This design comes from an exercise in tuning for small area and a short achievable clock period on the open sky130 flow, not from production work. In this exercise RTL edits were held to simulation tests only and were not proved equivalent to the original.

==> inputs of job 6607 <==
// fft_butterfly_r2
module fft_butterfly_r2 (
    input  wire        clk,
    input  wire        rst,
    input  wire        in_valid,
    input  wire        inverse,
    input  wire [31:0] a_re,
    input  wire [31:0] a_im,
    input  wire [31:0] b_re,
    input  wire [31:0] b_im,
    input  wire [31:0] w_re,
    input  wire [31:0] w_im,
    output reg         out_valid,
    output reg  [31:0] x0_re,
    output reg  [31:0] x0_im,
    output reg  [31:0] x1_re,
    output reg  [31:0] x1_im
);
    reg v0, v1, v2;
    always @(posedge clk) begin
        if (rst) begin
            v0        <= 1'b0;
            v1        <= 1'b0;
            v2        <= 1'b0;
            out_valid <= 1'b0;
        end else begin
            v0        <= in_valid;
            v1        <= v0;
            v2        <= v1;
            out_valid <= v2;
        end
    end
    reg [31:0] r0_are, r0_aim, r0_bre, r0_bim, r0_wre, r0_wim;
    reg        r0_inv;
    always @(posedge clk) begin
  ...
clock: 80.0 ns
lec_check: 0
cap_margin: 10
core_margin: 2
core_utilization: 60
setup_slack_margin: 2
slew_margin: 10
synth_hierarchical: 1
standard.sh (not shown) runs the stock make flow with config.mk's settings and CLKGATE_MAP_FILE= SYNTH_SCRIPT=/design/flow/synth_recipe.tcl, a recipe that flattens the netlist after the stock synthesis.
==> flow/flow/run.sh <==
#!/bin/bash
# Layout flow: the standard synthesis, then the standard layout
# steps (floorplan, place, cts, route, finish) with these settings changed:
#  - ports are buffered with buf_1 cells (repair upsizes them where the
#    timing needs it) instead of the resizer's default choice, a slow
#    delay cell;
#  - the clock tree clusters at most 15 flip-flops within 50 um under each
#    leaf buffer (clkbuf_8), and adds no dummy loads.
# Each step's full output goes to a log file of its own in this folder.
set -euo pipefail
SETUP_MARGIN=62.3
KNOBS=("SETUP_SLACK_MARGIN=$SETUP_MARGIN"
       "BUFFER_PORTS_ARGS=-buffer_cell sky130_fd_sc_hd__buf_1"
       "CTS_ARGS=-sink_clustering_enable -repair_clock_nets -sink_clustering_size 15 -sink_clustering_max_diameter 50 -sink_clustering_buffer sky130_fd_sc_hd__clkbuf_8 -dont_use_dummy_load")
bash standard.sh synth > synth.log 2>&1
bash standard.sh "${KNOBS[@]}" floorplan > floorplan.log 2>&1
bash standard.sh "${KNOBS[@]}" place > place.log 2>&1
bash standard.sh "${KNOBS[@]}" cts > cts.log 2>&1
bash standard.sh "${KNOBS[@]}" finish > finish.log 2>&1
==> inputs of job 9590, as changes to job 6607 <==
==> flow/flow/run.sh (replaced) <==
#!/bin/bash
# Layout flow: the standard synthesis, then the standard layout
# steps (floorplan, place, cts, route, finish) with these settings changed:
#  - ports are buffered with buf_1 cells (repair upsizes them where the
#    timing needs it) instead of the resizer's default choice, a slow
#    delay cell;
#  - the clock tree clusters at most 15 flip-flops within 50 um under each
#    leaf buffer (clkbuf_8).
# Each step's full output goes to a log file of its own in this folder.
set -euo pipefail
SETUP_MARGIN=62.6
KNOBS=("SETUP_SLACK_MARGIN=$SETUP_MARGIN"
       "BUFFER_PORTS_ARGS=-buffer_cell sky130_fd_sc_hd__buf_1"
       "CTS_ARGS=-sink_clustering_enable -repair_clock_nets -sink_clustering_size 15 -sink_clustering_max_diameter 50 -sink_clustering_buffer sky130_fd_sc_hd__clkbuf_8")
bash standard.sh synth > synth.log 2>&1
bash standard.sh "${KNOBS[@]}" floorplan > floorplan.log 2>&1
bash standard.sh "${KNOBS[@]}" place > place.log 2>&1
bash standard.sh "${KNOBS[@]}" cts > cts.log 2>&1
bash standard.sh "${KNOBS[@]}" finish > finish.log 2>&1
CAP_MARGIN = 20   (was 10)
SLEW_MARGIN = 20   (was 10)
==> inputs of job 599, as changes to job 6607 <==
--- a/flow/design.v
+++ b/flow/design.v
@@ -3780,24 +3780,19 @@
         wire ic_s108;
         assign ic_s108 = m[22] ^ ic_g60;
         wire ic_s109;
         assign ic_s109 = m[23] ^ ic_g82;
         wire ic_s110;
         assign ic_s110 = 1'b0 ^ ic_g46;
         wire [24:0] mr = {ic_s110, ic_s109, ic_s108, ic_s107, ic_s106, ic_s105, ic_s104, ic_s103, ic_s102, ic_s101, ic_s100, ic_s99, ic_s98, ic_s97, ic_s96, ic_s95, ic_s94, ic_s93, ic_s92, ic_s91, ic_s90, ic_s89, ic_s88, ic_s87, ic_s86};
-        wire [9:0]  ef_p1 = em1 + 10'd1;
-        wire [9:0]  ef_p2 = em1 + 10'd2;
-        wire        ef_o1 = (em1 >= 10'd254);
-        wire        ef_o2 = (em1 >= 10'd253);
-        wire [9:0]  ef = mr[24] ? ef_p2 : mr[23] ? ef_p1 : em1;
-        wire        ef_ovf = mr[24] ? ef_o2 : (mr[23] & ef_o1);
+        wire [9:0]  ef  = em1 + {8'd0, mr[24:23]};
         assign y = (a_nan | b_nan | (a_inf & b_zero) | (b_inf & a_zero)) ? 32'h7fc0_0000 :
                    (a_inf | b_inf)  ? {s, 8'hff, 23'd0} :
                    (a_zero | b_zero) ? {s, 31'd0} :
-                   ef_ovf           ? {s, 8'hff, 23'd0} :
+                   (ef >= 10'd255)  ? {s, 8'hff, 23'd0} :
                                       {s, ef[7:0], mr[22:0]};
         end
     endgenerate
     reg [127:0] r1_prod;
     reg [31:0]  r1_are, r1_aim;
     always @(posedge clk) begin
         r1_prod <= prod;
@@ -5022,21 +5017,16 @@
         wire ic_s108;
         assign ic_s108 = nm[22] ^ ic_g60;
         wire ic_s109;
         assign ic_s109 = nm[23] ^ ic_g82;
         wire ic_s110;
         assign ic_s110 = 1'b0 ^ ic_g46;
         wire [24:0] mr = {ic_s110, ic_s109, ic_s108, ic_s107, ic_s106, ic_s105, ic_s104, ic_s103, ic_s102, ic_s101, ic_s100, ic_s99, ic_s98, ic_s97, ic_s96, ic_s95, ic_s94, ic_s93, ic_s92, ic_s91, ic_s90, ic_s89, ic_s88, ic_s87, ic_s86};
-        wire [9:0]  ef_p1 = em1 + 10'd1;
-        wire [9:0]  ef_p2 = em1 + 10'd2;
-        wire        ef_o1 = (em1 >= 10'd254);
-        wire        ef_o2 = (em1 >= 10'd253);
-        wire [9:0]  ef = mr[24] ? ef_p2 : mr[23] ? ef_p1 : em1;
-        wire        ef_ovf = mr[24] ? ef_o2 : (mr[23] & ef_o1);
-        wire [31:0] pk  = ef_ovf ? {x[31], 8'hff, 23'd0} : {x[31], ef[7:0], mr[22:0]};
+        wire [9:0]  ef  = em1 + {8'd0, mr[24:23]};
+        wire [31:0] pk  = (ef >= 10'd255) ? {x[31], 8'hff, 23'd0} : {x[31], ef[7:0], mr[22:0]};
         wire p_nan = (&p[30:23]) & (|p[22:0]);
         wire q_nan = (&q[30:23]) & (|q[22:0]);
         wire p_inf = (&p[30:23]) & ~(|p[22:0]);
         wire q_inf = (&q[30:23]) & ~(|q[22:0]);
         assign y = (p_nan | q_nan | (p_inf & q_inf & (p[31] ^ q[31]))) ? 32'h7fc0_0000 :
                    p_inf ? p :
                    q_inf ? q :
@@ -6252,21 +6242,16 @@
         wire is_s108;
         assign is_s108 = m_s[22] ^ is_g60;
         wire is_s109;
         assign is_s109 = m_s[23] ^ is_g82;
         wire is_s110;
         assign is_s110 = 1'b0 ^ is_g46;
         wire [24:0] mr_s = {is_s110, is_s109, is_s108, is_s107, is_s106, is_s105, is_s104, is_s103, is_s102, is_s101, is_s100, is_s99, is_s98, is_s97, is_s96, is_s95, is_s94, is_s93, is_s92, is_s91, is_s90, is_s89, is_s88, is_s87, is_s86};
-        wire [9:0]  ef_s_p1 = em1_s + 10'd1;
-        wire [9:0]  ef_s_p2 = em1_s + 10'd2;
-        wire        ef_s_o1 = (em1_s >= 10'd254);
-        wire        ef_s_o2 = (em1_s >= 10'd253);
-        wire [9:0]  ef_s = mr_s[24] ? ef_s_p2 : mr_s[23] ? ef_s_p1 : em1_s;
-        wire        ef_s_ovf = mr_s[24] ? ef_s_o2 : (mr_s[23] & ef_s_o1);
-        wire [31:0] r_s   = ef_s_ovf ? {p[31], 8'hff, 23'd0} : {p[31], ef_s[7:0], mr_s[22:0]};
+        wire [9:0]  ef_s  = em1_s + {8'd0, mr_s[24:23]};
+        wire [31:0] r_s   = (ef_s >= 10'd255) ? {p[31], 8'hff, 23'd0} : {p[31], ef_s[7:0], mr_s[22:0]};
         reg  [4:0]  lz;
         integer     i;
         always @* begin
             lz = 5'd27;
             for (i = 0; i < 27; i = i + 1)
                 if (dif[i]) lz = 5'd26 - i[4:0];
         end
@@ -6792,23 +6777,18 @@
         wire id_s108;
         assign id_s108 = nm_d[22] ^ id_g60;
         wire id_s109;
         assign id_s109 = nm_d[23] ^ id_g82;
         wire id_s110;
         assign id_s110 = 1'b0 ^ id_g46;
         wire [24:0] mr_d = {id_s110, id_s109, id_s108, id_s107, id_s106, id_s105, id_s104, id_s103, id_s102, id_s101, id_s100, id_s99, id_s98, id_s97, id_s96, id_s95, id_s94, id_s93, id_s92, id_s91, id_s90, id_s89, id_s88, id_s87, id_s86};
-        wire [9:0]  ef_d_p1 = em1_d + 10'd1;
-        wire [9:0]  ef_d_p2 = em1_d + 10'd2;
-        wire        ef_d_o1 = (em1_d >= 10'd254);
-        wire        ef_d_o2 = (em1_d >= 10'd253);
-        wire [9:0]  ef_d = mr_d[24] ? ef_d_p2 : mr_d[23] ? ef_d_p1 : em1_d;
-        wire        ef_d_ovf = mr_d[24] ? ef_d_o2 : (mr_d[23] & ef_d_o1);
+        wire [9:0]  ef_d  = em1_d + {8'd0, mr_d[24:23]};
         wire        sg_d  = p[31] ^ swap;
         wire [31:0] r_d   = (lz == 5'd27) ? 32'd0 :
-                            ef_d_ovf ? {sg_d, 8'hff, 23'd0} : {sg_d, ef_d[7:0], mr_d[22:0]};
+                            (ef_d >= 10'd255) ? {sg_d, 8'hff, 23'd0} : {sg_d, ef_d[7:0], mr_d[22:0]};
         wire same  = ~(p[31] ^ q[31]);
         wire p_nan = (&p[30:23]) & (|p[22:0]);
         wire q_nan = (&q[30:23]) & (|q[22:0]);
         wire p_inf = (&p[30:23]) & ~(|p[22:0]);
         wire q_inf = (&q[30:23]) & ~(|q[22:0]);
         assign ys = (p_nan | q_nan | (p_inf & q_inf & ~same)) ? 32'h7fc0_0000 :
                     p_inf ? p :
==> flow/flow/run.sh (replaced) <==
#!/bin/bash
# Layout flow: the standard synthesis, then the standard layout
# steps (floorplan, place, cts, route, finish) with these settings changed:
#  - ports are buffered with buf_1 cells (repair upsizes them where the
#    timing needs it) instead of the resizer's default choice, a slow
#    delay cell;
#  - the clock tree clusters at most 15 flip-flops within 50 um under each
#    leaf buffer (clkbuf_8).
# Each step's full output goes to a log file of its own in this folder.
set -euo pipefail
SETUP_MARGIN=62.6
KNOBS=("SETUP_SLACK_MARGIN=$SETUP_MARGIN"
       "BUFFER_PORTS_ARGS=-buffer_cell sky130_fd_sc_hd__buf_1"
       "CTS_ARGS=-sink_clustering_enable -repair_clock_nets -sink_clustering_size 15 -sink_clustering_max_diameter 50 -sink_clustering_buffer sky130_fd_sc_hd__clkbuf_8")
bash standard.sh synth > synth.log 2>&1
bash standard.sh "${KNOBS[@]}" floorplan > floorplan.log 2>&1
bash standard.sh "${KNOBS[@]}" place > place.log 2>&1
bash standard.sh "${KNOBS[@]}" cts > cts.log 2>&1
bash standard.sh "${KNOBS[@]}" finish > finish.log 2>&1
CAP_MARGIN = 20   (was 10)
SLEW_MARGIN = 20   (was 10)
==> notes <==
Flip-flop and latch count is the same in job 599 and job 9590. In area after synthesis, job 9590 and job 6607 do not differ. Global-route usage, highest first: job 9590, job 6607, job 599. Cell count, lowest first: job 599, job 6607, job 9590. The highest setup slack belongs to job 6607, the lowest to job 9590. The lowest clock skew belongs to job 599, the highest to job 6607. Between job 599 and job 9590, the lower first-iteration DRC count is in job 599 (gap 8.5%, measured against job 9590).

==> re-timing with driven ports <==
The results above use ideal ports. As a check the final layouts listed here were re-extracted and re-timed, cells and wires unchanged. Step 1: set_driving_cell puts a clkbuf_16 on clk and a buf_2 on each other input, an assumption about the parent block. Step 2 moves the port delays by t, midway between the first and last clock arrival at a register: inputs arrive t later, outputs are due t later. That takes back most of the time a late clock gives input paths. a / b / c = no drivers / after step 1 / after step 2; a / b = the first two.
run	t, ns	setup slack, ns	slew at the worst register clock pin (ns)
job 6607	0.769	62.762 / 62.658 / 63.322	0.09 / 0.09
job 9590	0.812	62.700 / 62.597 / 63.409	0.10 / 0.10
job 599	0.807	62.732 / 62.629 / 63.134	0.09 / 0.09
After both steps setup and hold are still met in every run listed.
